From an optimization exercise on the open Yosys and OpenROAD flow, aimed at a short achievable clock period and few clock cycles; shortcuts taken in it are not production practice.
Function was checked by simulation only, so behaviour that the tests miss may differ from the original.
Power and IR drop assume default switching activity.

`flow/flow/run.sh`:
```
#!/bin/bash
# Standard ORFS flow (the standard.sh), with the resizer free to change a
# cell's footprint while it repairs timing, and aiming for more setup slack.
set -o pipefail
bash standard.sh MATCH_CELL_FOOTPRINT=0 SETUP_SLACK_MARGIN=5.5 finish > standard.log 2>&1
```
`flow/standard.sh`:
```
#!/bin/bash
# synth_recipe.tcl (not shown) runs the flow's synth.tcl, then flattens the netlist and writes it again
# the make line also repeats each setting of config.mk as NAME=value (left out here)
make -C /OpenROAD-flow-scripts/flow DESIGN_CONFIG=/design/flow/config.mk WORK_HOME=/design/flow/orfs CLKGATE_MAP_FILE= SYNTH_SCRIPT=/design/flow/synth_recipe.tcl "${@:-finish}"
```
`flow/config.mk`:
```
export PLATFORM = sky130hd
export DESIGN_NAME = dpt_rx_engine
export DESIGN_NICKNAME = dpt_rx_engine
export VERILOG_FILES = /design/flow/design.v
export SDC_FILE = /design/flow/constraint.sdc
export NUM_CORES = 4
export LEC_CHECK = 0
export ABC_CLOCK_PERIOD_IN_PS = 2500
export CAP_MARGIN = 20
export CORE_MARGIN = 2
export CORE_UTILIZATION = 40
export PLACE_DENSITY = 0.6
export SETUP_SLACK_MARGIN = 5.0
export SLEW_MARGIN = 20
```
`flow/constraint.sdc`:
```
create_clock -name core_clock -period 8.0 [get_ports {clk}]
set_input_delay 1.6000 -clock core_clock [delete_from_list [all_inputs] [get_ports {clk}]]
set_output_delay 1.6000 -clock core_clock [all_outputs]
set_load 0.01 [all_outputs]
```
`flow/design.v`:
```
module dpt_rx_scan_step (
    input  wire       have,
    input  wire [7:0] b,
    input  wire       f16, f68, f10, fa2, fdc, fe5, fff, flead,
    input  wire [1:0] mode,
    input  wire [9:0] sp, cp, ep, f16p,
    input  wire [7:0] lead, b1,
    input  wire       t68, tdc, te5,
    input  wire [8:0] total, rem,
    input  wire       r0, r1, r2,         
    input  wire       rem_unk,
    input  wire       k1, k2, k3,         
    input  wire       bad, f16v,
    input  wire       c0, n16, n68, nff,
    output reg  [1:0] mode_n,
    output reg  [9:0] cp_n, ep_n, f16p_n,
    output reg  [7:0] lead_n, b1_n,
    output reg        t68_n, tdc_n, te5_n,
    output reg  [8:0] total_n, rem_n,
    output reg        r0_n, r1_n, r2_n,
    output reg        rem_unk_n,
    output reg        k1_n, k2_n, k3_n,
    output reg        bad_n, f16v_n,
    output reg        c0_n, n16_n, n68_n, nff_n,
    output reg        found,         
    output reg        fail,          
    output reg        back,          
    output reg        spawn          
);
    localparam [1:0] M_SEEK = 2'd0, M_CAND = 2'd1, M_DISC = 2'd2;
    wire bad_now = bad || (n16 && !f16) || (n68 && !f68) || (nff && fff);
    wire rem3    = (rem == 9'd3);
    always @(*) begin
        mode_n = mode; cp_n = cp; ep_n = ep; f16p_n = f16p;
        lead_n = lead; b1_n = b1; t68_n = t68; tdc_n = tdc; te5_n = te5;
        total_n = total; rem_n = rem; r0_n = r0; r1_n = r1; r2_n = r2;
        rem_unk_n = rem_unk; k1_n = k1; k2_n = k2; k3_n = k3;
        bad_n = bad; f16v_n = f16v;
        c0_n = c0; n16_n = n16; n68_n = n68; nff_n = nff;
        found = 1'b0; fail = 1'b0; back = 1'b0; spawn = 1'b0;
        if (have) begin
            case (mode)
                M_SEEK: begin
                    if (flead) begin
                        mode_n = M_CAND;
                        cp_n = sp;
                        lead_n = b;
                        t68_n = f68; tdc_n = fdc; te5_n = fe5;
                        rem_unk_n = f68;
                        k1_n = 1'b1; k2_n = 1'b0; k3_n = 1'b0;
                        bad_n = 1'b0;
                        f16v_n = 1'b0;
                        total_n = f10 ? 9'd6 : fa2 ? 9'd14 : fdc ? 9'd3 : 9'd1;
                        rem_n   = f10 ? 9'd5 : fa2 ? 9'd13 : fdc ? 9'd2 : 9'd0;
                        r0_n = fe5; r1_n = 1'b0; r2_n = fdc;
                        c0_n = fe5; n16_n = fe5; n68_n = 1'b0; nff_n = f68;
                        ep_n    = sp + (f10 ? 10'd7 : fa2 ? 10'd15 : fdc ? 10'd4 : 10'd2);
                    end
                end
                M_CAND: begin
                    if (c0) begin
                        mode_n = M_SEEK;
                        c0_n = 1'b0; n16_n = 1'b0; n68_n = 1'b0; nff_n = 1'b0;
                        if (!bad_now) begin
                            found = 1'b1;
                        end else begin
                            fail = 1'b1;
                            if (f16v) begin
                                back = 1'b1;
                            end else if (!f16) begin
                                mode_n = M_DISC;
                            end
                        end
                    end else begin
                        spawn = f16 && !f16v;
                        if (k1) b1_n = b;
                        if (k2 && t68) ep_n = cp + {1'b0, total} + 10'd1;
                        k1_n = 1'b0; k2_n = k1; k3_n = k2;
                        c0_n  = !rem_unk && r1;
                        n16_n = !rem_unk && (tdc ? r2 : (r2 || rem3));
                        n68_n = t68 && k2;
                        nff_n = 1'b0;
                        bad_n = bad_now;
                        f16v_n = f16v || f16;
                        if (!f16v) f16p_n = sp + 10'd1;    
                        rem_unk_n = 1'b0;
                        if (rem_unk) begin
                            rem_n = {1'b0, b} + 9'd4;
                            r0_n = 1'b0; r1_n = 1'b0; r2_n = 1'b0;
                            total_n = 9'd6 + {1'b0, b};
                        end else begin
                            rem_n = rem - 9'd1;
                            r0_n = r1; r1_n = r2; r2_n = rem3;
                        end
                    end
                end
                default: begin   
                    if (f16) mode_n = M_SEEK;
                end
            endcase
        end
    end
endmodule
module dpt_rx_engine (
    input  wire        clk,
    input  wire        rst,
    input  wire        in_valid,
    output wire        in_ready,
    input  wire [1:0]  in_op,
    input  wire [31:0] in_data,
    output wire        ram_we,
    output wire [9:0]  ram_waddr,
    output wire [7:0]  ram_wdata,
    output wire [9:0]  ram_raddr,
    input  wire [7:0]  ram_rdata,
    output wire        mem_we,
    output wire [31:0] mem_addr,
    output wire [7:0]  mem_wdata,
    output wire        resp_valid,
    output wire [31:0] resp_value,
    output wire [9:0]  rxq_size,
    output wire [7:0]  idle_count,
    output reg  [31:0] cnt_rx,
    output reg  [31:0] cnt_overrun,
    output reg  [31:0] cnt_buserr
);
    localparam [7:0] TERM = 8'h16;
    localparam [1:0] M_SEEK = 2'd0,    
                     M_CAND = 2'd1,    
                     M_DISC = 2'd2;    
    localparam QW = 4;                 
    reg        rdy;
    reg [9:0]  head, tail, size;
    reg [7:0]  idle_cnt;
    reg        sem, busy, pend;
    reg [31:0] rx_addr;
    reg        pb_v;
    reg [9:0]  pb_pos;
    reg [7:0]  pb_d;
    reg        pl_v;
    reg [7:0]  pl_d;                 
    reg        pb_16, pb_68, pb_10, pb_a2, pb_dc, pb_e5, pb_ff, pb_lead;
    reg [9:0]  raddr;
    reg [9:0]  fp;                   
    reg        rf1;                  
    reg        rf2;                  
    reg        lost;                 
    reg        q_v;                  
    reg [7:0]  q_d;
    reg        q_16, q_68, q_10, q_a2, q_dc, q_e5, q_ff, q_lead;
    reg        live;                 
    reg [9:0]  sp;                   
    reg        mb;                   
    reg        s_park;               
    reg [9:0]  s_rp;                 
    reg        a_v;
    reg [1:0]  a_mode;
    reg [9:0]  a_cp, a_ep, a_f16p;
    reg [7:0]  a_lead, a_b1;
    reg        a_t68, a_tdc, a_te5;
    reg [8:0]  a_total, a_rem;
    reg        a_r0, a_r1, a_r2, a_rem_unk, a_k1, a_k2, a_k3, a_bad, a_f16v;
    reg        a_c0, a_n16, a_n68, a_nff;
    reg        b_v;
    reg [1:0]  b_mode;
    reg [9:0]  b_cp, b_ep, b_f16p;
    reg [7:0]  b_lead, b_b1;
    reg        b_t68, b_tdc, b_te5;
    reg [8:0]  b_total, b_rem;
    reg        b_r0, b_r1, b_r2, b_rem_unk, b_k1, b_k2, b_k3, b_bad, b_f16v;
    reg        b_c0, b_n16, b_n68, b_nff;
    reg [9:0]  fq_p2   [0:(1<<QW)-1];
    reg [9:0]  fq_ep   [0:(1<<QW)-1];
    reg [7:0]  fq_lead [0:(1<<QW)-1];
    reg [7:0]  fq_b1   [0:(1<<QW)-1];
    reg [8:0]  fq_tot  [0:(1<<QW)-1];
    reg        fq_t1   [0:(1<<QW)-1];
    reg [QW:0] q_rd, q_uc, q_wr;
    reg        q_stall;              
    reg        q_tight;              
    reg        ev_mf;                
    reg        ev_sf;                
    reg        ev_take;              
    reg        ev_drop;              
    reg        e2_skip;              
    reg [9:0]  sn_p2, sn_ep, ss_p2, ss_ep;
    reg [7:0]  sn_lead, sn_b1, ss_lead, ss_b1;
    reg [8:0]  sn_tot, ss_tot;
    reg        sn_t1, ss_t1;
    reg        dl;                   
    reg [9:0]  d_ep;                 
    reg        copying;
    reg        c_r;                  
    reg        c_d;                  
    reg        c_b1v;                
    reg [7:0]  c_b1;
    reg [9:0]  c_ptr, c_end;
    reg [8:0]  w_left;
    reg [8:0]  c_tot;
    reg        mem_we_r;
    reg [31:0] mem_addr_r;
    reg [7:0]  mem_wdata_r;
    reg        resp_v;
    reg [31:0] resp_val;
    assign in_ready   = rdy;
    assign ram_we     = pb_v;
    assign ram_waddr  = pb_pos;
    assign ram_wdata  = pb_d;
    assign ram_raddr  = raddr;
    assign mem_we     = mem_we_r;
    assign mem_addr   = mem_addr_r;
    assign mem_wdata  = mem_wdata_r;
    assign resp_valid = resp_v;
    assign resp_value = resp_val;
    assign rxq_size   = size;
    assign idle_count = idle_cnt;
    wire       have = pl_v || q_v;
    wire [7:0] b    = pl_d | q_d;
    wire f16  = pb_16  || q_16;
    wire f68  = pb_68  || q_68;
    wire f10  = pb_10  || q_10;
    wire fa2  = pb_a2  || q_a2;
    wire fdc  = pb_dc  || q_dc;
    wire fe5  = pb_e5  || q_e5;
    wire fff  = pb_ff  || q_ff;
    wire flead = pb_lead || q_lead;
    wire        q_nfull   = q_tight;
    wire        q_nfull_u = q_stall;
    wire        qu        = (q_uc != q_rd);       
    wire        qpend     = ev_mf || ev_sf || ev_take || ev_drop;
    wire step = have && !q_nfull_u;
    wire [1:0] an_mode;
    wire [9:0] an_cp, an_ep, an_f16p;
    wire [7:0] an_lead, an_b1;
    wire       an_t68, an_tdc, an_te5, an_r0, an_r1, an_r2, an_rem_unk, an_k1, an_k2, an_k3;
    wire       an_bad, an_f16v;
    wire       an_c0, an_n16, an_n68, an_nff;
    wire [8:0] an_total, an_rem;
    wire       a_found, a_fail, a_back, a_spawn;
    dpt_rx_scan_step u_a (
        .have(step && (!mb || (a_v && !s_park))), .b(b),
        .f16(f16), .f68(f68), .f10(f10), .fa2(fa2), .fdc(fdc), .fe5(fe5), .fff(fff), .flead(flead),
        .mode(a_mode), .sp(sp), .cp(a_cp), .ep(a_ep), .f16p(a_f16p), .lead(a_lead), .b1(a_b1),
        .t68(a_t68), .tdc(a_tdc), .te5(a_te5), .total(a_total), .rem(a_rem),
        .r0(a_r0), .r1(a_r1), .r2(a_r2), .rem_unk(a_rem_unk), .k1(a_k1), .k2(a_k2), .k3(a_k3),
        .bad(a_bad), .f16v(a_f16v),
        .c0(a_c0), .n16(a_n16), .n68(a_n68), .nff(a_nff),
        .mode_n(an_mode), .cp_n(an_cp), .ep_n(an_ep), .f16p_n(an_f16p),
        .lead_n(an_lead), .b1_n(an_b1), .t68_n(an_t68), .tdc_n(an_tdc), .te5_n(an_te5),
        .total_n(an_total), .rem_n(an_rem), .r0_n(an_r0), .r1_n(an_r1), .r2_n(an_r2),
        .rem_unk_n(an_rem_unk), .k1_n(an_k1), .k2_n(an_k2), .k3_n(an_k3),
        .bad_n(an_bad), .f16v_n(an_f16v),
        .c0_n(an_c0), .n16_n(an_n16), .n68_n(an_n68), .nff_n(an_nff),
        .found(a_found), .fail(a_fail), .back(a_back), .spawn(a_spawn)
    );
    wire [1:0] bn_mode;
    wire [9:0] bn_cp, bn_ep, bn_f16p;
    wire [7:0] bn_lead, bn_b1;
    wire       bn_t68, bn_tdc, bn_te5, bn_r0, bn_r1, bn_r2, bn_rem_unk, bn_k1, bn_k2, bn_k3;
    wire       bn_bad, bn_f16v;
    wire       bn_c0, bn_n16, bn_n68, bn_nff;
    wire [8:0] bn_total, bn_rem;
    wire       b_found, b_fail, b_back, b_spawn;
    dpt_rx_scan_step u_b (
        .have(step && (mb || (b_v && !s_park))), .b(b),
        .f16(f16), .f68(f68), .f10(f10), .fa2(fa2), .fdc(fdc), .fe5(fe5), .fff(fff), .flead(flead),
        .mode(b_mode), .sp(sp), .cp(b_cp), .ep(b_ep), .f16p(b_f16p), .lead(b_lead), .b1(b_b1),
        .t68(b_t68), .tdc(b_tdc), .te5(b_te5), .total(b_total), .rem(b_rem),
        .r0(b_r0), .r1(b_r1), .r2(b_r2), .rem_unk(b_rem_unk), .k1(b_k1), .k2(b_k2), .k3(b_k3),
        .bad(b_bad), .f16v(b_f16v),
        .c0(b_c0), .n16(b_n16), .n68(b_n68), .nff(b_nff),
        .mode_n(bn_mode), .cp_n(bn_cp), .ep_n(bn_ep), .f16p_n(bn_f16p),
        .lead_n(bn_lead), .b1_n(bn_b1), .t68_n(bn_t68), .tdc_n(bn_tdc), .te5_n(bn_te5),
        .total_n(bn_total), .rem_n(bn_rem), .r0_n(bn_r0), .r1_n(bn_r1), .r2_n(bn_r2),
        .rem_unk_n(bn_rem_unk), .k1_n(bn_k1), .k2_n(bn_k2), .k3_n(bn_k3),
        .bad_n(bn_bad), .f16v_n(bn_f16v),
        .c0_n(bn_c0), .n16_n(bn_n16), .n68_n(bn_n68), .nff_n(bn_nff),
        .found(b_found), .fail(b_fail), .back(b_back), .spawn(b_spawn)
    );
    wire       s_v     = mb ? a_v : b_v;              
    wire       m_found = mb ? b_found : a_found;
    wire       m_fail  = mb ? b_fail  : a_fail;
    wire       m_back  = mb ? b_back  : a_back;
    wire       m_spawn = mb ? b_spawn : a_spawn;
    wire       n_found = mb ? a_found : b_found;
    wire       n_fail  = mb ? a_fail  : b_fail;
    wire       n_back  = mb ? a_back  : b_back;
    wire [1:0] m_mode  = mb ? b_mode  : a_mode;
    wire [9:0] m_cp    = mb ? b_cp    : a_cp;
    wire [9:0] m_ep    = mb ? b_ep    : a_ep;
    wire [9:0] m_f16p  = mb ? b_f16p  : a_f16p;
    wire [7:0] m_lead  = mb ? b_lead  : a_lead;
    wire [7:0] m_b1    = mb ? b_b1    : a_b1;
    wire [8:0] m_total = mb ? b_total : a_total;
    wire       m_r0    = mb ? b_r0    : a_r0;
    wire       m_te5   = mb ? b_te5   : a_te5;
    wire       m_r1    = mb ? b_r1    : a_r1;
    wire       m_rem_unk = mb ? b_rem_unk : a_rem_unk;
    wire       m_bad   = mb ? b_bad   : a_bad;
    wire s_act   = s_v && !s_park;
    wire s_found = s_act && n_found && !m_found;   
    wire s_drop  = s_found && q_nfull;
    wire n_bk    = s_act && n_fail && n_back;
    wire park    = step && n_bk && !m_found && !m_fail;
    wire [9:0] s_f16p = mb ? a_f16p : b_f16p;
    wire [9:0] pk_pos  = s_park ? s_rp : s_f16p;
    wire use_park = s_v && (s_park || n_bk);
    wire take    = step && m_fail && s_act && !n_back && !s_drop;
    wire conv    = step && m_fail && use_park;
    wire redirect = step && m_fail && m_back && !take;
    wire s_kill  = step && (m_found || (m_fail && !take) || s_drop);
    wire acc   = in_valid && rdy;
    wire op_b  = (in_op == 2'd0);
    wire op_e  = (in_op == 2'd1);
    wire op_i  = (in_op == 2'd2);
    wire op_r  = (in_op == 2'd3);
    wire idle_zero = (idle_cnt == 8'd0);
    wire full  = (size == 10'd1023);
    wire addr_nz = |in_data;
    wire push   = acc && (op_b || (op_i && idle_zero));
    wire inj    = acc && op_i && idle_zero;
    wire pushed = push && !full;
    wire trig_w = acc && (op_e || (op_i && idle_zero)) && busy;
    wire trig_r = acc && op_r && !busy && sem;
    wire e2a = (m_mode == M_SEEK) && pl_v && pb_e5;
    wire e2b = (m_mode == M_CAND) && pl_v && !m_rem_unk && m_r1 && !m_bad && pb_16;
    wire e2c = (m_mode == M_CAND) && live && !pb_v && !m_rem_unk && m_r0 && !m_bad;
    wire e2  = !qu && !qpend && !e2_skip && (e2a || e2b || e2c);
    wire eager_f = trig_w && qu;
    wire eager_2 = trig_w && op_i && !full && e2;
    wire lazy    = (trig_w && !eager_f && !eager_2) || trig_r;
    wire [QW-1:0] qh = q_rd[QW-1:0];
    wire [9:0] s_p2_d  = qu ? fq_p2[qh]   : m_cp + 10'd2;
    wire [9:0] s_ep_d  = qu ? fq_ep[qh]   : e2a ? head + 10'd1 : m_ep;
    wire [7:0] s_lead_d= qu ? fq_lead[qh] : e2a ? 8'hE5 : m_lead;
    wire [7:0] s_b1_d  = qu ? fq_b1[qh]   : m_b1;
    wire [8:0] s_tot_d = qu ? fq_tot[qh]  : e2a ? 9'd1 : m_total;
    wire       s_t1_d  = qu ? fq_t1[qh]   : e2a || m_te5;    
    wire settled   = live && !pb_v && !qpend && !e2_skip;   
    wire [9:0] wt_size = (m_mode != M_CAND) ? 10'd0 : mb ? head - b_cp : head - a_cp;
    wire pend_x    = pend && !busy;                 
    wire pend_f    = pend && busy && qu;
    wire pend_wait = pend && busy && !qu && settled;
    wire deliver   = eager_f || eager_2 || pend_f;
    wire [9:0] wt   = (m_mode == M_CAND) ? m_cp : head;     
    wire [9:0] first  = s_p2_d;
    wire [9:0] c_nx    = c_ptr + 10'd1;
    wire [9:0] c_nx2   = c_ptr + 10'd2;
    wire       copy_rd = copying && (c_nx2 != c_end);
    wire [9:0] sp_inc  = sp + 10'd1;
    wire [9:0] rd_pos  = use_park ? pk_pos  : m_f16p;
    wire [9:0] fp_inc  = fp + 10'd1;
    wire       at_head  = (sp == head);
    wire       at_head1 = (sp_inc == head);
    wire       fp_head  = (fp == head);
    wire [9:0] sp_n    = redirect ? rd_pos : step ? sp_inc : sp;
    wire live_n = !redirect && (live ? (step || !pb_v) : ((step && at_head1) || at_head));
    wire restart = (live && !live_n) || redirect || (!live && have && !step) || lost;
    wire s_issue = !live_n && !copying && !restart && !fp_head;
    wire qg = rf2 && !restart && !live_n;
    wire pg = pushed && live_n;
    wire [9:0] fp_next = restart ? sp_n : ((copying || fp_head) ? fp : fp_inc);
    always @(posedge clk) begin
        pb_pos  <= head;
        pb_d    <= op_b ? in_data[7:0] : TERM;
        if (acc && op_r && !busy) rx_addr <= in_data;
        if (park) s_rp <= s_f16p;
        if (step) begin
            a_cp <= an_cp; a_ep <= an_ep; a_lead <= an_lead; a_b1 <= an_b1;
            a_t68 <= an_t68; a_tdc <= an_tdc; a_te5 <= an_te5; a_total <= an_total;
            a_rem <= an_rem; a_r0 <= an_r0; a_r1 <= an_r1; a_r2 <= an_r2;
            a_rem_unk <= an_rem_unk; a_k1 <= an_k1; a_k2 <= an_k2; a_k3 <= an_k3;
            a_bad <= an_bad; a_f16v <= an_f16v; a_f16p <= an_f16p;
            b_cp <= bn_cp; b_ep <= bn_ep; b_lead <= bn_lead; b_b1 <= bn_b1;
            b_t68 <= bn_t68; b_tdc <= bn_tdc; b_te5 <= bn_te5; b_total <= bn_total;
            b_rem <= bn_rem; b_r0 <= bn_r0; b_r1 <= bn_r1; b_r2 <= bn_r2;
            b_rem_unk <= bn_rem_unk; b_k1 <= bn_k1; b_k2 <= bn_k2; b_k3 <= bn_k3;
            b_bad <= bn_bad; b_f16v <= bn_f16v; b_f16p <= bn_f16p;
        end
        sn_p2 <= m_cp + 10'd2; sn_ep <= m_ep;
        sn_lead <= m_lead; sn_b1 <= m_b1; sn_tot <= m_total; sn_t1 <= m_te5;
        ss_p2 <= (mb ? a_cp : b_cp) + 10'd2; ss_ep <= mb ? a_ep : b_ep;
        ss_lead <= mb ? a_lead : b_lead; ss_b1 <= mb ? a_b1 : b_b1;
        ss_tot <= mb ? a_total : b_total; ss_t1 <= mb ? a_te5 : b_te5;
        if (ev_mf) begin
            fq_p2[q_uc[QW-1:0]] <= sn_p2; fq_ep[q_uc[QW-1:0]] <= sn_ep;
            fq_lead[q_uc[QW-1:0]] <= sn_lead; fq_b1[q_uc[QW-1:0]] <= sn_b1;
            fq_tot[q_uc[QW-1:0]] <= sn_tot; fq_t1[q_uc[QW-1:0]] <= sn_t1;
        end else if (ev_sf) begin
            fq_p2[q_wr[QW-1:0]] <= ss_p2; fq_ep[q_wr[QW-1:0]] <= ss_ep;
            fq_lead[q_wr[QW-1:0]] <= ss_lead; fq_b1[q_wr[QW-1:0]] <= ss_b1;
            fq_tot[q_wr[QW-1:0]] <= ss_tot; fq_t1[q_wr[QW-1:0]] <= ss_t1;
        end
        d_ep <= s_ep_d;
        mem_addr_r  <= copying ? mem_addr_r + 32'd1 : rx_addr;
        mem_wdata_r <= !copying ? s_lead_d : c_b1v ? c_b1 : ram_rdata;
        resp_val    <= (acc && op_r && !addr_nz) ? ~in_data :
                       {23'd0, copying ? c_tot : s_tot_d};
        if (!copying) begin
            c_tot       <= s_tot_d;
            w_left      <= s_tot_d;
            c_b1        <= s_b1_d;
            c_end       <= s_ep_d;
            c_ptr       <= s_p2_d;
        end else begin
            if (c_b1v || c_d) w_left <= w_left - 9'd1;
            if (copy_rd) c_ptr <= c_nx;
        end
        if (deliver)       raddr <= first;
        else if (copy_rd)  raddr <= c_nx;
        else               raddr <= fp;
        fp <= fp_next;
    end
    always @(posedge clk) begin
        if (rst) begin
            rdy <= 1'b1;
            head <= 10'd0; tail <= 10'd0; size <= 10'd0;
            idle_cnt <= 8'd0;
            sem <= 1'b0; busy <= 1'b0; pend <= 1'b0; dl <= 1'b0;
            cnt_rx <= 32'd0; cnt_overrun <= 32'd0; cnt_buserr <= 32'd0;
            pb_v <= 1'b0;
            rf1 <= 1'b0; rf2 <= 1'b0; q_v <= 1'b0; lost <= 1'b0; pl_v <= 1'b0;
            pl_d <= 8'd0; q_d <= 8'd0;
            {pb_16, pb_68, pb_10, pb_a2, pb_dc, pb_e5, pb_ff, pb_lead} <= 8'd0;
            {q_16, q_68, q_10, q_a2, q_dc, q_e5, q_ff, q_lead} <= 8'd0;
            live <= 1'b1; sp <= 10'd0; mb <= 1'b0; s_park <= 1'b0;
            a_v <= 1'b0; a_mode <= M_SEEK; b_v <= 1'b0; b_mode <= M_SEEK;
            {a_c0, a_n16, a_n68, a_nff} <= 4'd0; {b_c0, b_n16, b_n68, b_nff} <= 4'd0;
            q_rd <= 0; q_uc <= 0; q_wr <= 0; q_stall <= 1'b0; q_tight <= 1'b0;
            ev_mf <= 1'b0; ev_sf <= 1'b0; ev_take <= 1'b0; ev_drop <= 1'b0;
            e2_skip <= 1'b0;
            copying <= 1'b0; c_r <= 1'b0; c_d <= 1'b0; c_b1v <= 1'b0;
            mem_we_r <= 1'b0; resp_v <= 1'b0;
        end else begin
            if (acc && op_b) cnt_rx <= cnt_rx + 32'd1;
            if (acc && op_e) cnt_buserr <= cnt_buserr + 32'd1;
            if (push && full) cnt_overrun <= cnt_overrun + 32'd1;
            if (acc && (op_b || op_e)) idle_cnt <= 8'd0;
            else if (acc && op_i && idle_cnt != 8'd255) idle_cnt <= idle_cnt + 8'd1;
            pb_v <= pushed;
            if (pushed) head <= head + 10'd1;
            if (trig_w) sem <= 1'b0;
            else if (acc && (op_e || (op_i && idle_zero))) sem <= 1'b1;
            if (acc && op_r && addr_nz && !busy) busy <= 1'b1;
            live <= live_n;
            sp   <= sp_n;
            if (step) begin
                a_mode <= an_mode;
                b_mode <= bn_mode;
                {a_c0, a_n16, a_n68, a_nff} <= {an_c0, an_n16, an_n68, an_nff};
                {b_c0, b_n16, b_n68, b_nff} <= {bn_c0, bn_n16, bn_n68, bn_nff};
                if (mb) begin
                    if (take)          a_v <= 1'b1;
                    else if (m_spawn) begin
                        a_v <= 1'b1; a_mode <= M_SEEK; {a_c0, a_n16, a_n68, a_nff} <= 4'd0;
                    end
                    else if (s_kill)   a_v <= 1'b0;
                    if (take)          b_v <= 1'b0;
                end else begin
                    if (take)          b_v <= 1'b1;
                    else if (m_spawn) begin
                        b_v <= 1'b1; b_mode <= M_SEEK; {b_c0, b_n16, b_n68, b_nff} <= 4'd0;
                    end
                    else if (s_kill)   b_v <= 1'b0;
                    if (take)          a_v <= 1'b0;
                end
                if (take) mb <= !mb;
                if (take || m_spawn || s_kill) s_park <= 1'b0;
                else if (park) s_park <= 1'b1;
            end
            ev_mf   <= step && m_found && !e2_skip;
            ev_sf   <= step && s_found && !s_drop;
            ev_take <= take || conv;
            ev_drop <= step && ((m_fail && !take && !use_park) || s_drop ||
                                (m_found && e2_skip));
            begin : queue_update
                reg [QW:0] rd_n, uc_n, wr_n, n_u, n_a;
                rd_n = q_rd; uc_n = q_uc; wr_n = q_wr;
                if (deliver && qu) rd_n = q_rd + 1'b1;
                if (ev_mf) begin
                    uc_n = q_uc + 1'b1;
                    wr_n = q_uc + 1'b1;
                end else if (ev_sf) begin
                    wr_n = q_wr + 1'b1;
                    if (ev_take) uc_n = q_wr + 1'b1;
                end else if (ev_take) begin
                    uc_n = q_wr;
                end else if (ev_drop) begin
                    wr_n = q_uc;
                end
                n_u = uc_n - q_rd;
                n_a = wr_n - q_rd;
                q_rd <= rd_n; q_uc <= uc_n; q_wr <= wr_n;
                q_stall <= (n_u >= (1 << QW) - 1);
                q_tight <= (n_a >= (1 << QW) - 2);
            end
            if (lazy) begin
                pend <= 1'b1;
                rdy  <= 1'b0;
            end
            dl <= deliver;
            if (pend_x) begin
                pend <= 1'b0;
                rdy  <= 1'b1;
            end
            if (pend_wait) begin
                pend <= 1'b0;
                rdy  <= 1'b1;
                sem  <= 1'b0;
                tail <= wt;
                size <= wt_size;
                if (m_mode == M_DISC) begin
                    if (mb) b_mode <= M_SEEK; else a_mode <= M_SEEK;
                end
            end else if (dl) begin
                tail <= d_ep;
                size <= head - d_ep;
            end else begin
                size <= pushed ? size + 10'd1 : size;
            end
            if (eager_2) e2_skip <= 1'b1;
            else if (step && m_found) e2_skip <= 1'b0;
            rf1  <= s_issue && !deliver && !copy_rd;
            lost <= s_issue && (deliver || copy_rd);
            rf2  <= rf1 && !restart;
            q_v  <= qg;
            q_d  <= qg ? ram_rdata : 8'd0;
            q_16 <= qg && (ram_rdata == TERM);
            q_68 <= qg && (ram_rdata == 8'h68);
            q_10 <= qg && (ram_rdata == 8'h10);
            q_a2 <= qg && (ram_rdata == 8'hA2);
            q_dc <= qg && (ram_rdata == 8'hDC);
            q_e5 <= qg && (ram_rdata == 8'hE5);
            q_ff <= qg && (ram_rdata == 8'hFF);
            q_lead <= qg && ((ram_rdata == 8'h10) || (ram_rdata == 8'h68) || (ram_rdata == 8'hA2) ||
                             (ram_rdata == 8'hDC) || (ram_rdata == 8'hE5));
            pl_v    <= pg;
            pl_d    <= !pg ? 8'd0 : op_b ? in_data[7:0] : TERM;
            pb_16   <= pg && (op_b ? (in_data[7:0] == TERM) : 1'b1);
            pb_68   <= pg && op_b && (in_data[7:0] == 8'h68);
            pb_10   <= pg && op_b && (in_data[7:0] == 8'h10);
            pb_a2   <= pg && op_b && (in_data[7:0] == 8'hA2);
            pb_dc   <= pg && op_b && (in_data[7:0] == 8'hDC);
            pb_e5   <= pg && op_b && (in_data[7:0] == 8'hE5);
            pb_ff   <= pg && op_b && (in_data[7:0] == 8'hFF);
            pb_lead <= pg && op_b && ((in_data[7:0] == 8'h10) || (in_data[7:0] == 8'h68) ||
                                      (in_data[7:0] == 8'hA2) || (in_data[7:0] == 8'hDC) ||
                                      (in_data[7:0] == 8'hE5));
            c_d  <= c_r;
            mem_we_r <= 1'b0;
            resp_v   <= 1'b0;
            if (deliver) begin
                busy     <= 1'b0;
                pend     <= 1'b0;
                sem      <= 1'b0;
                rdy      <= 1'b0;
                copying  <= !s_t1_d;
                mem_we_r <= 1'b1;
                resp_v   <= s_t1_d;
                c_b1v    <= !s_t1_d;
                c_r      <= !s_t1_d;
            end else begin
                c_b1v <= 1'b0;
                c_r   <= copy_rd;
                if (c_b1v || c_d) begin
                    mem_we_r <= 1'b1;
                    if (w_left == 9'd2) begin
                        resp_v  <= 1'b1;
                        copying <= 1'b0;
                    end
                end
                if (acc && op_r && !addr_nz) resp_v <= 1'b1;
            end
            if (resp_v && !rdy && !pend) rdy <= 1'b1;
        end
    end
endmodule
```
==> reports/qor.yml, run 1 <==
core_region_area_um2: 147000
ff2ff_setup_slack_ns: 5.19
grt_setup_unrepaired: "true"
netlist.area_leader.share: 0.494
synth_edf_count: 975
cts_hold_buf: 0
synth_area_leader_cell: "edfxtp_1"
ios: 263
status: "complete, no violations"
fin_hold_ws_ns: 0.452
routed_wl_um: 181000
port_buffers: 262
antenna_found_initial: 1
firstDrtPassIters: 6
syn_area_um2: 59300
synthFlopType: "edfxtp_1"
synth-seq-cells: 1412
timing.max_cap.violations: 0
die_w_um: 389
cpLargestDelayFamily: "flip-flops"
track_usage: 0.230
crit_required_ns: 6.40
fmax_mhz: 343
fillers: 12000
grt_pass1_wl_um: 259000
ant_nets: 0
crit_chain: "buf_6"
fin_util: 0.530
clk_latency_ns: 0.80
die_area_um2: 151000
start_kind: "flop"
nets: 5164
grt_max_degree: 84
synthesis.instances: 4272
num_rows: 141
start_util: 0.402
grt_overflow: 0
clockBufferDepth: 3
hp-class: "reg -> reg"
drive_above_1_share: 0.407
post_synth_main_area_contributors: "edfxtp_1 (49%), dfxtp_1 (15%), mux4_2 (8.4%)"
cts_sinks: 1412
regArea_um2: 38600
ctsRootBufferMaster: "clkbuf_16"
hpwlAfterDp_um: 105000
synthesis.nets: 4398
dr_total_vias: 39700
cp_max_fo: 1
slew_headroom: 0.246
drcViolationCount: 0
criticalPathCategory: "reg -> out"
diodes: 0
gp_congestion: 0.898
maxSlewViolCount: 0
dp.cells: 6299
cts.reportedPaths.clkPinSlew_ns: 0.06
ys.warnings.count: 2
finalNonFillerCells: 7094
tightestPinTransition_ns: 1.13
die_h_um: 389
vdd_drop_max_uv: 141
critPathMaxStageDelay_ns: 0.40
vias_per_cell: 5.60
cts_inserted_buffers: 149
drtIter0Drc: 3434
hold_violations: 0
fin_skew_ns: 0.0540
end_kind: "output pin"
slowest_stage: "dfxtp_4"
cts_tree: "done"
p_leak_nw: 27.6
power_density_nw_per_um2: 197
syn_area_per_cell_um2: 13.9
synthDistinctLibCells: 83
min_period_ns: 2.92
finalCritPeriodShare: 0.365
ys_seq_area_frac: 0.641
setup_violations: 0
grt_pass1_vias: 38300
cp.buffers_inverters: 1
avgRoutedWirePerCell_um: 25.5
cp.arrival_ns: 1.32
tns_ns: 0
areaGrowthSynthToFinish_pct: 31.9
synth-async-reset-ratio: 0
h-tree-depth: 4
multi_input_area_um2: 23000
-- Yosys cell counts, types with 11 or more instances --
master and count:
a211oi_1 32, a21o_1 18, a21oi_1 205, a31oi_1 25, and2_1 27, and3_1 35
and4_1 14, buf_1 27, buf_2 31, clkbuf_1 168, dfxtp_1 437, edfxtp_1 975
ha_1 74, inv_1 107, mux2_2 141, mux2i_1 71, mux4_2 222, nand2_1 233
nand2b_1 26, nand3_1 97, nand4_1 43, nor2_1 390, nor2b_1 25, nor3_1 69
nor3b_1 12, nor4_1 66, o21a_1 15, o21ai_0 141, o22ai_1 14, o31ai_1 11
or2_2 13, or3_1 58, xnor2_1 146, xor2_1 150
-- routing by layer --
metal  share of wire  routed length (um)  track usage  vias to the layer above
li1                -                   -            -                    17700
met1            0.42               75900        0.317                    20200
met2            0.48               86100        0.369                     1548
met3           0.070               12600       0.0376                      304
met4           0.033                6030       0.0818                        0
met5               0                   0            0                        -
-- sequential cells by signal, summed over array words and instances (netlist names), 16 cells and up, named ones only --
name	count
cnt_buserr	32
cnt_overrun	32
cnt_rx	32
fq_b1	128
fq_ep	160
fq_lead	128
fq_p2	160
fq_t1	16
fq_tot	144
mem_addr_r	32
resp_val	32
rx_addr	32
-- power breakdown --
group          internal [W]  total [W]  switching, W
Sequential          0.00778    0.00792      0.000139
Clock               0.00398    0.00698       0.00300
Combinational      0.000242   0.000507      0.000265
Total                0.0120     0.0154       0.00341
-- timing repair --
item | in CTS | in global routing
setup endpoints to repair | 2014 | 1460
buffers inserted | 333 | 149
pin swaps | 107 | 186
cloned | 25 | 11
resized for setup | 1750 | 369
-- metrics by stage --
stage                     instance area (um^2)  power [W]  setup WS [ns]
final                                    78200     0.0154           5.08
after global routing                     78200     0.0159           5.04
after CTS                                75400     0.0155           5.05
after detailed placement                 64500    0.00849           2.91
after global placement                   64500    0.00849           3.01
after floorplan                          60100    0.00823           4.49
-- final cells by class --
| cell class | instances | share of cell area |
|---|---|---|
| clock buffer | 211 | 0.0543 |
| clock inverter | 66 | 0.00928 |
| inverter | 110 | 0.00585 |
| multi-input combinational | 2533 | 0.294 |
| sequential | 1412 | 0.494 |
| tap | 1930 | 0.0309 |
| timing repair buffer | 831 | 0.111 |
| timing repair inverter | 1 | 0.0000800 |
-- worst reg2reg max path: stages (launching register included) --
cell,delay [ns]
dfxtp_4,0.40
ha_4,0.19
and3_2,0.24
nand3_1,0.18
xor2_1,0.18
and3_1,0.20
a31oi_1,0.18
buf_4,0.23
or4_4,0.65
inv_4,0.13
and2_4,0.14
-- worst paths after layout --
check / startpoint / end / cells past startpoint
worst max-delay path: raddr[4] / ram_raddr[4] / 1
worst min-delay path: rx_addr[0] / mem_addr_r[0] / 2
worst max register to register: sp[0] / pl_d[4] / 10
worst min register to register: rx_addr[0] / mem_addr_r[0] / 2
-- logic make-up (layout without fill, tap and decap cells) --
kind of cell               count (synthesis)  after routing  share of synthesized area
muxes                                    434            434                      0.123
AOI/OAI and AO/OA                        552            553                     0.0567
DFF                                     1412           1412                      0.641
and+or+nand+nor                         1161           1169                     0.0957
buffers and inverters                    336           1219                     0.0219
adders and majority gates                 81             81                     0.0180
xor gates and xnor gates                 296            296                     0.0437
-- cell usage in the layout (no fill, tap or decap), types with 46 or more instances in the layout --
cell type    n
dfxtp_1    186
buf_4      383
nor3_1      46
mux4_2     222
xnor2_1    140
buf_12      58
o21ai_0     88
nor2_4      51
nand2_1    209
buf_6      281
mux2_2     127
nand3_1     80
edfxtp_1   975
dfxtp_4    115
a21oi_1    146
nor2_1     325
clkbuf_16  171
inv_1       94
xor2_1     146
mux2i_1     58
dfxtp_2    136
ha_1        60
Testbench counts, summed over its fixed seeds: cycles 110,819.
==> run 2, diff against run 1 <==
--- a/flow/design.v
+++ b/flow/design.v
@@ -188,6 +188,7 @@
     reg [8:0]  sn_tot, ss_tot;
     reg        sn_t1, ss_t1;
     reg        dl;                   
+    reg        ew;                   
     reg [9:0]  d_ep;                 
     reg        copying;
     reg        c_r;                  
@@ -293,6 +294,7 @@
     wire [7:0] m_b1    = mb ? b_b1    : a_b1;
     wire [8:0] m_total = mb ? b_total : a_total;
     wire       m_r0    = mb ? b_r0    : a_r0;
+    wire       m_c0    = mb ? b_c0    : a_c0;
     wire       m_te5   = mb ? b_te5   : a_te5;
     wire       m_r1    = mb ? b_r1    : a_r1;
     wire       m_rem_unk = mb ? b_rem_unk : a_rem_unk;
@@ -328,7 +330,12 @@
     wire e2  = !qu && !qpend && !e2_skip && (e2a || e2b || e2c);
     wire eager_f = trig_w && qu;
     wire eager_2 = trig_w && op_i && !full && e2;
-    wire lazy    = (trig_w && !eager_f && !eager_2) || trig_r;
+    wire wait_ok = (m_mode == M_CAND) && live && !qu && !e2_skip &&
+                   !ev_mf && !ev_take &&
+                   !(pl_v && m_c0) &&
+                   !(op_i && (pl_v ? (!m_rem_unk && m_r1) : m_c0));
+    wire eager_w = trig_w && wait_ok;
+    wire lazy    = (trig_w && !eager_f && !eager_2 && !eager_w) || trig_r;
     wire [QW-1:0] qh = q_rd[QW-1:0];
     wire [9:0] s_p2_d  = qu ? fq_p2[qh]   : m_cp + 10'd2;
     wire [9:0] s_ep_d  = qu ? fq_ep[qh]   : e2a ? head + 10'd1 : m_ep;
@@ -336,7 +343,7 @@
     wire [7:0] s_b1_d  = qu ? fq_b1[qh]   : m_b1;
     wire [8:0] s_tot_d = qu ? fq_tot[qh]  : e2a ? 9'd1 : m_total;
     wire       s_t1_d  = qu ? fq_t1[qh]   : e2a || m_te5;    
-    wire settled   = live && !pb_v && !qpend && !e2_skip;   
+    wire settled   = live && !pb_v && !ev_mf && !ev_take && !e2_skip;
     wire [9:0] wt_size = (m_mode != M_CAND) ? 10'd0 : mb ? head - b_cp : head - a_cp;
     wire pend_x    = pend && !busy;                 
     wire pend_f    = pend && busy && qu;
@@ -416,7 +423,7 @@
             rdy <= 1'b1;
             head <= 10'd0; tail <= 10'd0; size <= 10'd0;
             idle_cnt <= 8'd0;
-            sem <= 1'b0; busy <= 1'b0; pend <= 1'b0; dl <= 1'b0;
+            sem <= 1'b0; busy <= 1'b0; pend <= 1'b0; dl <= 1'b0; ew <= 1'b0;
             cnt_rx <= 32'd0; cnt_overrun <= 32'd0; cnt_buserr <= 32'd0;
             pb_v <= 1'b0;
             rf1 <= 1'b0; rf2 <= 1'b0; q_v <= 1'b0; lost <= 1'b0; pl_v <= 1'b0;
@@ -499,6 +506,7 @@
                 rdy  <= 1'b0;
             end
             dl <= deliver;
+            ew <= eager_w;
             if (pend_x) begin
                 pend <= 1'b0;
                 rdy  <= 1'b1;
@@ -515,6 +523,12 @@
             end else if (dl) begin
                 tail <= d_ep;
                 size <= head - d_ep;
+            end else if (ew) begin
+                size <= head - tail;
+                rdy  <= 1'b1;
+            end else if (eager_w) begin
+                tail <= m_cp;
+                rdy  <= 1'b0;
             end else begin
                 size <= pushed ? size + 10'd1 : size;
             end
==> run 2 against run 1 <==
  * Synthesized cell count rose by 0.56%
  * Non-clock buffer count rose by 42
  * Final cell count rose by 2.4%
  * Combinational power rose by 1%
  * Clock skew fell by 0.018 ns
  * Critical path type unchanged
  * Critical endpoint is now resp_value[8]
  * Largest cell class unchanged
  * Largest power group unchanged
  * Highest routed layer is now met5
==> reports/qor.yml, run 2 <==
grt_pass1_wl_um: 262000  # +1.3%
finalCritPeriodShare: 0.369  # +0.00429
slowest_stage: "dfxtp_4"
die_area_um2: 154000  # +1.5%
cts_sinks: 1423  # +0.78%
syn_area_um2: 60200  # +1.5%
p_leak_nw: 28.1  # +1.8%
cp.arrival_ns: 1.35  # +0.03 ns
cts.reportedPaths.clkPinSlew_ns: 0.06  # about the same
ios: 263  # unchanged
routed_wl_um: 183000  # +1.3%
syn_area_per_cell_um2: 14.0  # +0.92%
crit_required_ns: 6.40  # about the same
crit_chain: "buf_6"
synthDistinctLibCells: 105  # +27%
criticalPathCategory: "reg -> out"
vias_per_cell: 5.60  # -0.11%
synth-async-reset-ratio: 0  # unchanged
firstDrtPassIters: 7  # +1
die_w_um: 392  # +0.73%
ys_seq_area_frac: 0.635  # -0.00573
synth-seq-cells: 1423  # +0.78%
critPathMaxStageDelay_ns: 0.43  # +0.03 ns
num_rows: 142  # +0.71%
synthesis.nets: 4432  # +0.77%
cp_max_fo: 1  # unchanged
slew_headroom: 0.283  # +0.0375
tns_ns: 0  # unchanged
min_from: "c_r"
antenna_found_initial: 3  # +2
synthesis.instances: 4296  # +0.56%
cpLargestDelayFamily: "flip-flops"
vdd_drop_max_uv: 174  # +23%
clk_latency_ns: 0.81  # about the same
final_cell_mix: "edfxtp_1 (975), buf_4 (394), nor2_1 (333), buf_6 (288), mux4_2 (230)"
switchingPower_w: 0.00339  # -0.64%
synthFlopType: "edfxtp_1"
die_h_um: 392  # +0.73%
seq_power_share: 0.513  # about the same
grt_pass1_vias: 39000  # +2.0%
end_kind: "output pin"
yosys.area_share.simple: 0.0959  # +0.000219
swShare: 0.219  # -0.00240
power_density_nw_per_um2: 193  # -1.9%
maxSlewViolCount: 0  # unchanged
synth-xor-area-share: 0.0457  # +0.00198
grt_max_degree: 103  # +23%
synth_area_leader_cell: "edfxtp_1"
cts_inserted_buffers: 147  # -1.3%
ys_top_cells_by_count: "edfxtp_1 (975), dfxtp_1 (448), nor2_1 (387)"
hp-class: "reg -> reg"
synth_fa_ha_area_frac: 0.0199  # +0.00194
hold_violations: 0  # unchanged
ctsRootBufferMaster: "clkbuf_16"
synthMuxAreaShare: 0.124  # +0.000671
nets: 5254  # +1.7%
grt_setup_unrepaired: "true"
crit_path_start: "resp_val[8]"
pre_cts_ws_ns: 2.60  # -0.307 ns
power.internal_w: 0.0121  # +0.76%
dpl_cell_area_um2: 65500  # +1.5%
avgRoutedWirePerCell_um: 25.2  # -1.0%
dr_total_vias: 40600  # +2.2%
cts_tree: "done"
drtIter0Drc: 3624  # +5.5%
track_usage: 0.231  # +0.000940
hpwlAfterDp_um: 103000  # -1.7%
clockBufferDepth: 3  # unchanged
port_buffers: 262  # unchanged
areaGrowthSynthToFinish_pct: 33.0
grt_overflow: 0  # unchanged
p_comb_frac: 0.033  # about the same
post_synth_main_area_contributors: "edfxtp_1 (49%), dfxtp_1 (15%), mux4_2 (8.6%)"
start_util: 0.402  # about the same
synth_compound_area_frac: 0.0576  # +0.000852
fin_ws_ns: 5.05  # -0.0343 ns
fin_skew_ns: 0.0363  # -0.0178 ns
layout_commonest_cell: "edfxtp_1"
h-tree-depth: 4  # unchanged
drive_above_1_share: 0.418  # +0.0113
core_region_area_um2: 150000  # +1.4%
setup_violations: 0  # unchanged
clockPowerShare: 0.453  # about the same
min_period_ns: 2.95  # +0.0343 ns
timing.max_cap.violations: 0  # unchanged
synth_edf_count: 975  # unchanged
drcViolationCount: 0  # unchanged
ant_nets: 0  # unchanged
status: "complete, no violations"
yosysMostFrequentCell: "edfxtp_1"
synth_top_family_by_area: "multiplexers"
tightestPinTransition_ns: 1.07  # -0.0525 ns
start_kind: "flop"
ys.warnings.count: 2  # unchanged
gp_congestion: 0.873  # -2.7%
cp.buffers_inverters: 1  # unchanged
netlist.area_leader.share: 0.486  # -0.00723
design_area_um2: 80100  # +2.4%
fmax_mhz: 339  # -1.2%
r2r-start: "a_cp[0]"
==> run 2: metal layers <==
metal | track usage | vias to the layer above | wire length (um)
met1 | 0.307 | 20700 | 75100
met4 | 0.0797 | 4 | 7170
met2 | 0.384 | 1656 | 88000
li1 | - | 17900 | -
met3 | 0.0377 | 368 | 12700
met5 | 0 | - | 14
==> run 2: power by group through the flow <==
stage	logic (W)	clock network (W)	registers, W
detailed placement	0.000397	0	0.00812
global route	0.000550	0.00742	0.00794
finish	0.000513	0.00702	0.00795
global placement	0.000394	0	0.00812
CTS	0.000480	0.00713	0.00795
floorplan	0.000221	0	0.00807
==> run 2: kinds of logic (layout without fill, tap and decap cells) <==
family,after synthesis,in the layout
XOR/XNOR,314,314
adder cells (fa/ha/maj),91,91
buffers and inverters,325,1255
AND/OR/NAND/NOR,1164,1172
other,0,3
flip-flops,1423,1423
AO/OA/AOI/OAI,541,549
multiplexers,438,438
==> run 2: worst paths after layout <==
kind | cells past startpoint | to | slack, ns
worst max register to register | 12 | a_ep[8] | 5.13
worst min-delay path | 1 | c_d | 0.45
worst min register to register | 1 | c_d | 0.45
worst max-delay path | 1 | resp_value[8] | 5.05
==> run 2: cell type report <==
type,count,area [um^2]
timing repair buffer,873,9370
multi-input combinational,2564,23900
tap,2016,2520
clock buffer,201,4080
clock inverter,72,898
antenna,3,7.51
fill,12100,69500
sequential,1423,38800
inverter,109,430
==> run 2: what timing repair did <==
action / in CTS / in global routing
buffers inserted: 376 / 143
gates cloned: 45 / 8
pin swaps: 157 / 163
gates resized for setup: 1822 / 319
hold buffers: 0 / 0
endpoints found under the setup margin: 1906 / 707
==> run 2: stage by stage <==
step	hold slack (ns)	power, W	utilization	instances
finish	0.452	0.0155	0.535	7261
global route	0.471	0.0159	0.535	7258
CTS	0.450	0.0156	0.517	7107
detailed placement	0.429	0.00851	0.438	6413
global placement	0.427	0.00851	0.438	6413
floorplan	0.329	0.00829	-	4296
Testbench counts of run 2, summed over its fixed seeds: cycles 110,586.
==> run 3, diff against run 2 <==
--- a/flow/design.v
+++ b/flow/design.v
@@ -74,7 +74,6 @@
                     end else begin
                         spawn = f16 && !f16v;
                         if (k1) b1_n = b;
-                        if (k2 && t68) ep_n = cp + {1'b0, total} + 10'd1;
                         k1_n = 1'b0; k2_n = k1; k3_n = k2;
                         c0_n  = !rem_unk && r1;
                         n16_n = !rem_unk && (tdc ? r2 : (r2 || rem3));
@@ -156,6 +155,7 @@
     reg        a_v;
     reg [1:0]  a_mode;
     reg [9:0]  a_cp, a_ep, a_f16p;
+    reg [9:0]  a_ep68;               
     reg [7:0]  a_lead, a_b1;
     reg        a_t68, a_tdc, a_te5;
     reg [8:0]  a_total, a_rem;
@@ -164,6 +164,7 @@
     reg        b_v;
     reg [1:0]  b_mode;
     reg [9:0]  b_cp, b_ep, b_f16p;
+    reg [9:0]  b_ep68;
     reg [7:0]  b_lead, b_b1;
     reg        b_t68, b_tdc, b_te5;
     reg [8:0]  b_total, b_rem;
@@ -288,7 +289,9 @@
     wire       n_back  = mb ? a_back  : b_back;
     wire [1:0] m_mode  = mb ? b_mode  : a_mode;
     wire [9:0] m_cp    = mb ? b_cp    : a_cp;
-    wire [9:0] m_ep    = mb ? b_ep    : a_ep;
+    wire [9:0] a_epx   = a_t68 ? a_ep68 : a_ep;
+    wire [9:0] b_epx   = b_t68 ? b_ep68 : b_ep;
+    wire [9:0] m_ep    = mb ? b_epx   : a_epx;
     wire [9:0] m_f16p  = mb ? b_f16p  : a_f16p;
     wire [7:0] m_lead  = mb ? b_lead  : a_lead;
     wire [7:0] m_b1    = mb ? b_b1    : a_b1;
@@ -385,8 +388,10 @@
             b_bad <= bn_bad; b_f16v <= bn_f16v; b_f16p <= bn_f16p;
         end
         sn_p2 <= m_cp + 10'd2; sn_ep <= m_ep;
+        a_ep68 <= a_cp + {1'b0, a_total} + 10'd1;
+        b_ep68 <= b_cp + {1'b0, b_total} + 10'd1;
         sn_lead <= m_lead; sn_b1 <= m_b1; sn_tot <= m_total; sn_t1 <= m_te5;
-        ss_p2 <= (mb ? a_cp : b_cp) + 10'd2; ss_ep <= mb ? a_ep : b_ep;
+        ss_p2 <= (mb ? a_cp : b_cp) + 10'd2; ss_ep <= mb ? a_epx : b_epx;
         ss_lead <= mb ? a_lead : b_lead; ss_b1 <= mb ? a_b1 : b_b1;
         ss_tot <= mb ? a_total : b_total; ss_t1 <= mb ? a_te5 : b_te5;
         if (ev_mf) begin
--- a/flow/config.mk
+++ b/flow/config.mk
@@ -9,6 +9,8 @@
 export CAP_MARGIN = 20
 export CORE_MARGIN = 2
 export CORE_UTILIZATION = 40
+export CTS_CLUSTER_DIAMETER = 80
+export CTS_CLUSTER_SIZE = 20
 export PLACE_DENSITY = 0.6
 export SETUP_SLACK_MARGIN = 5.0
 export SLEW_MARGIN = 20
==> run 3 against run 2 <==
  * Sequential share of layout area rose by 1.9 points
  * Register-to-register slack is essentially flat
  * Clock skew rose by 0.013 ns
  * Power shrank 15%
  * Clock-buffer cell count is 60 lower
  * Highest routed layer is now met4
  * Worst hold slack better by 0.0020 ns
  * First-iteration DRC count up 12%
  * Combinational power increased by 6.6%
  * Worst setup slack better by 0.083 ns
  * Routed wire length rose by 2.3%
  * Global-route usage rose by 0.060 points
  * Still clean
  * Sequential cell count is 20 higher
  * Critical path type unchanged
  * Largest power group unchanged
==> reports/qor.yml, run 3 <==
ys_top_cells_by_count: "edfxtp_1 (975), dfxtp_1 (468), nor2_1 (448)"
fin_skew_ns: 0.0496  # +0.0133 ns
die_h_um: 394  # +0.59%
cts.reportedPaths.clkPinSlew_ns: 0.09  # +0.03 ns
switchingPower_w: 0.00295  # -13%
fin_ws_ns: 5.13  # +0.0828 ns
h-tree-depth: 3  # -1
core_region_area_um2: 152000  # +1.3%
ant_nets: 0  # unchanged
areaGrowthSynthToFinish_pct: 27.7
drtIter0Drc: 4073  # +12%
synthDistinctLibCells: 84  # -20%
crit_required_ns: 6.40  # about the same
synthFlopType: "edfxtp_1"
setup_violations: 0  # unchanged
fmax_mhz: 348  # +2.9%
criticalPathCategory: "reg -> out"
synth-seq-cells: 1443  # +1.4%
pre_cts_ws_ns: 3.04  # +0.433 ns
slowest_stage: "dfxtp_4"
crit_chain: "buf_6"
grt_pass1_vias: 38900  # -0.23%
status: "complete, no violations"
antenna_found_initial: 7  # +4
finalCritPeriodShare: 0.359  # -0.0103
end_kind: "output pin"
ys_seq_area_frac: 0.634  # -0.000943
layout_commonest_cell: "edfxtp_1"
vdd_drop_max_uv: 148  # -15%
swShare: 0.223  # +0.00432
timing.max_cap.violations: 0  # unchanged
cts_hold_buf: 0  # unchanged
clockPowerShare: 0.351  # -0.102
critPathMaxStageDelay_ns: 0.40  # -0.03 ns
rr_worst_depth: 14  # +2
tightestPinTransition_ns: 1.28  # +0.210 ns
cts_inserted_buffers: 85  # -42%
synthesis.nets: 4538  # +2.4%
hold_violations: 0  # unchanged
cts_tree: "done"
syn_area_um2: 60900  # +1.2%
fin_util: 0.514  # -0.0218
p_leak_nw: 27.4  # -2.4%
slew_headroom: 0.135  # -0.148
nets: 5271  # +0.32%
start_kind: "flop"
final_cell_mix: "edfxtp_1 (975), buf_4 (388), nor2_1 (371), buf_6 (287), mux4_2 (230)"
firstDrtPassIters: 5  # -2
cp.buffers_inverters: 1  # unchanged
grt_overflow: 0  # unchanged
synth_edf_count: 975  # unchanged
port_buffers: 262  # unchanged
min_period_ns: 2.87  # -0.0828 ns
fillers: 12700  # +4.8%
gp_congestion: 0.920  # +5.3%
maxSlewViolCount: 0  # unchanged
ctsRootBufferMaster: "clkbuf_16"
grt_max_degree: 79  # -23%
worstSetupPathDepth: 1  # unchanged
clockBufferDepth: 3  # unchanged
synth-async-reset-ratio: 0  # unchanged
vias_per_cell: 5.59  # -0.16%
dr_total_vias: 40400  # -0.45%
power.internal_w: 0.0103  # -15%
yosysMostFrequentCell: "edfxtp_1"
cpLargestDelayFamily: "flip-flops"
cts_sinks: 1443  # +1.4%
hold_depth: 2  # +1
track_usage: 0.232  # +0.000597
netlist.area_leader.share: 0.481  # -0.00575
clk_latency_ns: 0.75  # -0.06 ns
tns_ns: 0  # unchanged
power_density_nw_per_um2: 170  # -12%
avgRoutedWirePerCell_um: 25.8  # +2.6%
die_w_um: 394  # +0.59%
start_util: 0.402  # -0.000418
post_synth_main_area_contributors: "edfxtp_1 (48%), dfxtp_1 (15%), mux4_2 (8.5%)"
drcViolationCount: 0  # unchanged
hp-class: "reg -> reg"
routed_wl_um: 187000  # +2.3%
grt_pass1_wl_um: 267000  # +2.1%
cp_max_fo: 2  # +1
synth_area_leader_cell: "edfxtp_1"
die_area_um2: 155000  # +1.2%
synthesis.instances: 4402  # +2.5%
drive_above_1_share: 0.382  # -0.0362
num_rows: 143  # +0.70%
grt_setup_unrepaired: "true"
syn_area_per_cell_um2: 13.8  # -1.2%
cp.arrival_ns: 1.27  # -0.08 ns
hpwlAfterDp_um: 109000  # +5.5%
ios: 263  # unchanged
seq_power_share: 0.607  # +0.094
p_comb_frac: 0.041  # +0.008
ys.warnings.count: 2  # unchanged
==> run 3: cell type report <==
class / instances / area (um^2) / area share
Sequential cell: 1443 / 39200 / 0.504
Multi-Input combinational cell: 2622 / 23700 / 0.305
Timing Repair Buffer: 862 / 9260 / 0.119
Tap cell: 2030 / 2540 / 0.0326
Clock buffer: 141 / 2390 / 0.0307
Inverter: 119 / 475 / 0.00611
Clock inverter: 16 / 194 / 0.00249
Timing Repair inverter: 2 / 13.8 / 0.000177
Antenna cell: 5 / 12.5 / 0.000161
==> run 3: per-layer routing <==
layer,track usage,vias up,share of wire
met3,0.0299,297,0.062
met1,0.316,20800,0.42
met4,0.0848,0,0.040
met5,0,-,0
li1,-,17900,-
met2,0.380,1450,0.48
==> run 3: kinds of logic after synthesis <==
family | count (synthesis) | share of synthesized area
compound gates | 522 | 0.0546
buf+inv | 344 | 0.0232
simple gates | 1243 | 0.0999
mux | 438 | 0.122
fa+ha+maj | 91 | 0.0197
flops | 1443 | 0.634
xor+xnor | 321 | 0.0463
==> run 3: power groups by stage <==
stage	combinational, W	sequential [W]	clock (W)
final	0.000547	0.00804	0.00465
after global routing	0.000576	0.00804	0.00499
after CTS	0.000502	0.00803	0.00473
after detailed placement	0.000410	0.00821	0
after global placement	0.000404	0.00822	0
after floorplan	0.000212	0.00817	0
==> run 3: worst paths after layout <==
path                 start        to  slack [ns]
hold reg to reg   c_tot[4]  c_tot[4]        0.45
setup / recovery      pb_v    ram_we        5.13
hold / removal    c_tot[4]  c_tot[4]        0.45
setup reg to reg        mb   size[8]        5.14
==> run 3: what timing repair did <==
item | 4_1_cts | 5_1_grt
pin swaps | 162 | 137
gates resized for setup | 1776 | 332
gates cloned | 41 | 8
endpoints found under the setup margin | 2268 | 905
setup buffers | 351 | 146
==> run 3: metrics by stage <==
stage / std cells / hold slack, ns / power, W / cell area (um^2)
final: 7240 / 0.454 / 0.0132 / 77800
after global routing: 7236 / 0.467 / 0.0136 / 77800
after CTS: 7081 / 0.456 / 0.0133 / 75000
after detailed placement: 6532 / 0.434 / 0.00863 / 66200
after global placement: 6531 / 0.439 / 0.00862 / 66200
after floorplan: 4402 / 0.329 / 0.00838 / 61700
Testbench counts of run 3, summed over its fixed seeds: cycles 110,586.
==> run 4, diff against run 3 <==
--- a/flow/config.mk
+++ b/flow/config.mk
@@ -9,8 +9,6 @@
 export CAP_MARGIN = 20
 export CORE_MARGIN = 2
 export CORE_UTILIZATION = 40
-export CTS_CLUSTER_DIAMETER = 80
-export CTS_CLUSTER_SIZE = 20
 export PLACE_DENSITY = 0.6
 export SETUP_SLACK_MARGIN = 5.0
 export SLEW_MARGIN = 20
==> run 4 against run 3 <==
  * Still clean
  * Sequential share of layout area down 1.3 points
  * Non-clock buffer count down 30
  * Final area grew 2.6%
  * Critical path depth stayed put
  * Die area unchanged
  * Utilization increased by 1.3 points
  * Area after synthesis stayed put
  * Register-to-register slack got worse by 0.06 ns
  * Routed wire length is 0.68% higher
  * Final cell count increased by 1.3%
  * Critical path type unchanged
  * Highest routed layer is now met5
==> reports/qor.yml, run 4 <==
status: "complete, no violations"
h-tree-depth: 4  # +1
hold_depth: 1  # -1
fillers: 12400  # -2.2%
post_synth_main_area_contributors: "edfxtp_1 (48%), dfxtp_1 (15%), mux4_2 (8.5%)"
setup_violations: 0  # unchanged
seq_power_share: 0.515  # -0.092
maxSlewViolCount: 0  # unchanged
start_kind: "flop"
num_rows: 143  # unchanged
p_leak_nw: 28.4  # +3.4%
synthesis.instances: 4402  # unchanged
slowest_stage: "dfxtp_4"
ant_nets: 0  # unchanged
synthesis.nets: 4538  # unchanged
synth_edf_count: 975  # unchanged
port_buffers: 262  # unchanged
ys_seq_area_frac: 0.634  # unchanged
yosysMostFrequentCell: "edfxtp_1"
cp.arrival_ns: 1.33  # +0.06 ns
ff2ff_setup_slack_ns: 5.08  # -0.06 ns
cts_hold_buf: 0  # unchanged
p_comb_frac: 0.035  # -0.006
min_to: "c_d"
multi_input_area_um2: 23700  # -0.11%
cp.buffers_inverters: 1  # unchanged
min_period_ns: 2.93  # +0.0601 ns
dr_total_vias: 40800  # +0.99%
ys_top_cells_by_count: "edfxtp_1 (975), dfxtp_1 (468), nor2_1 (448)"
r2r-start: "mb"
grt_pass1_vias: 39500  # +1.4%
start_util: 0.402  # unchanged
antenna_found_initial: 6  # -1
die_w_um: 394  # unchanged
finalCritPeriodShare: 0.366  # +0.00751
min_from: "c_r"
crit_required_ns: 6.40  # about the same
areaGrowthSynthToFinish_pct: 31.0
grt_pass1_wl_um: 270000  # +0.96%
power.internal_w: 0.0121  # +18%
synth-async-reset-ratio: 0  # unchanged
critPathMaxStageDelay_ns: 0.41  # about the same
fin_hold_ws_ns: 0.443  # -0.0109 ns
fin_ws_ns: 5.07  # -0.0601 ns
cpLargestDelayFamily: "flip-flops"
track_usage: 0.234  # +0.00268
fin_total_pwr_w: 0.0156  # +18%
timing.max_cap.violations: 0  # unchanged
routed_wl_um: 188000  # +0.68%
nets: 5307  # +0.68%
fmax_mhz: 341  # -2.1%
grt_overflow: 0  # unchanged
vias_per_cell: 5.57  # -0.27%
synthDistinctLibCells: 84  # unchanged
clk_latency_ns: 0.81  # +0.06 ns
pre_cts_ws_ns: 3.04  # unchanged
dp.cells: 6532  # unchanged
criticalPathCategory: "reg -> out"
ios: 263  # unchanged
swShare: 0.223  # about the same
synth-seq-cells: 1443  # unchanged
netlist.area_leader.share: 0.481  # unchanged
slew_headroom: 0.135  # +0.000229
firstDrtPassIters: 5  # unchanged
cp_max_fo: 1  # -1
drtIter0Drc: 4211  # +3.4%
synthFlopType: "edfxtp_1"
clockBufferDepth: 3  # unchanged
die_h_um: 394  # unchanged
layout_commonest_cell: "edfxtp_1"
grt_max_degree: 79  # unchanged
finalNonFillerCells: 7332  # +1.3%
drcViolationCount: 0  # unchanged
gp_congestion: 0.920  # unchanged
switchingPower_w: 0.00348  # +18%
vdd_drop_max_uv: 191  # +30%
tightestPinTransition_ns: 1.28  # -0.000340 ns
tns_ns: 0  # unchanged
ctsRootBufferMaster: "clkbuf_16"
core_region_area_um2: 152000  # unchanged
hp-class: "reg -> reg"
fin_skew_ns: 0.0466  # -0.00298 ns
cts_sinks: 1443  # unchanged
ys.warnings.count: 2  # unchanged
syn_area_um2: 60900  # unchanged
hpwlAfterDp_um: 109000  # unchanged
crit_chain: "buf_6"
clockPowerShare: 0.450  # +0.099
cts.reportedPaths.clkPinSlew_ns: 0.06  # -0.03 ns
avgRoutedWirePerCell_um: 25.7  # -0.58%
end_kind: "output pin"
drive_above_1_share: 0.392  # +0.00983
hold_violations: 0  # unchanged
die_area_um2: 155000  # unchanged
regArea_um2: 39200  # about the same
final_cell_mix: "edfxtp_1 (975), buf_4 (377), nor2_1 (371), buf_6 (277)"
syn_area_per_cell_um2: 13.8  # unchanged
power_density_nw_per_um2: 196  # +15%
reg2reg_to: "pb_dc"
cts_tree: "done"
cts_inserted_buffers: 151  # +78%
synth_area_leader_cell: "edfxtp_1"
rr_worst_depth: 11  # -3
grt_setup_unrepaired: "true"
[run 4: changes by cell type in the layout (fill, tap and decap cells not counted), moves of 10 or more]
cell       previous run  this run
clkinv_2              3        28
clkbuf_1             53        39
buf_6               287       277
clkinv_1              0        13
buf_4               388       377
clkbuf_8              6        18
clkbuf_16           116       183
clkinv_16             0        10
[run 4: worst max-delay path by stage]
stage / startpoint / end / slack (ns) / cells after the start
finish: raddr[2] / ram_raddr[2] / 5.07 / 1
floorplan: in_op[0] / size[6] / 4.53 / 10
global placement: in_op[1] / tail[1] / 2.82 / 8
global route: mb / pb_dc / 5.02 / 11
CTS: raddr[2] / ram_raddr[2] / 5.05 / 1
detailed placement: in_op[1] / tail[2] / 3.04 / 9
[run 4: per-stage QoR]
step            util  instance area (um^2)
2_1_floorplan      -                 61700
5_1_grt        0.527                 79800
3_5_place_dp   0.437                 66200
4_1_cts        0.509                 77200
6_report       0.527                 79800
3_3_place_gp   0.437                 66200
[run 4: worst register-to-register path, delay by kind of cell, from the launching register on]
family	cells	cell delay, ns
DFF	1	0.44
and+or+nand+nor	3	0.75
AOI/OAI and AO/OA	3	0.88
buffers and inverters	5	0.79
[run 4: repair_timing]
| item | in CTS | in global routing |
|---|---|---|
| setup endpoints to repair | 2263 | 640 |
| cloned | 40 | 9 |
| gates resized for setup | 1757 | 327 |
| setup buffers | 331 | 136 |
| pin swaps | 125 | 134 |
[run 4: power groups by stage]
stage	Clock [W]	Sequential, W	Combinational, W
finish	0.00702	0.00805	0.000547
global route	0.00742	0.00804	0.000576
CTS	0.00712	0.00805	0.000495
detailed placement	0	0.00821	0.000410
global placement	0	0.00822	0.000404
floorplan	0	0.00817	0.000212
[run 4: layout make-up]
cell class / instances / share of cell area
diodes: 3 / 0.0000940
clock buffers: 213 / 0.0533
clock inverters: 68 / 0.00975
inverters: 119 / 0.00594
multi-input cells: 2622 / 0.297
flip-flops and latches: 1443 / 0.491
well taps: 2030 / 0.0318
repair buffers: 832 / 0.111
repair inverters: 2 / 0.000157
[run 4: metal layers]
metal,track usage,up-vias,part of all wire
met5,0,-,0.000037
met4,0.0930,2,0.042
met3,0.0392,311,0.070
met2,0.378,1596,0.48
met1,0.316,20900,0.41
li1,-,18000,-
[run 4: cells by family after synthesis]
kind of cell / synth area share
flops: 0.634
simple gates: 0.0999
compound gates: 0.0546
mux: 0.122
buf+inv: 0.0232
xor+xnor: 0.0463
fa+ha+maj: 0.0197

separate check: timing with driven ports:
The results above use ideal ports. As a check the final layouts listed here were re-extracted and re-timed, cells and wires unchanged. Step 1 sets driving cells, clkbuf_16 on the clock port and buf_2 on the other inputs (assumed; they add their load-dependent delay and slew). Step 2 adds t to the input delays and takes it off the output delays; t is the mean of the earliest and latest rising clock arrival at the registers after step 1. Input paths then give back, and output paths get back, about the clock's delay inside the block. Slacks: ideal ports / drivers / drivers and shift; pairs: ideal ports / drivers.
run	t, ns	setup WS [ns]	worst setup path after step 2	worst data-port slew with drivers (ns)
run 1	0.861	5.082 / 4.999 / 4.277	input to register	0.12
run 2	0.871	5.048 / 4.964 / 4.351	input to register	0.12
run 3	0.808	5.131 / 5.049 / 4.396	input to register	0.13
run 4	0.867	5.070 / 4.993 / 4.313	input to register	0.15
After both steps every run listed still meets setup and hold. For run 1, which loses most, drivers alone change the setup slack by -0.083 ns; drivers and shift together by -0.805 ns.
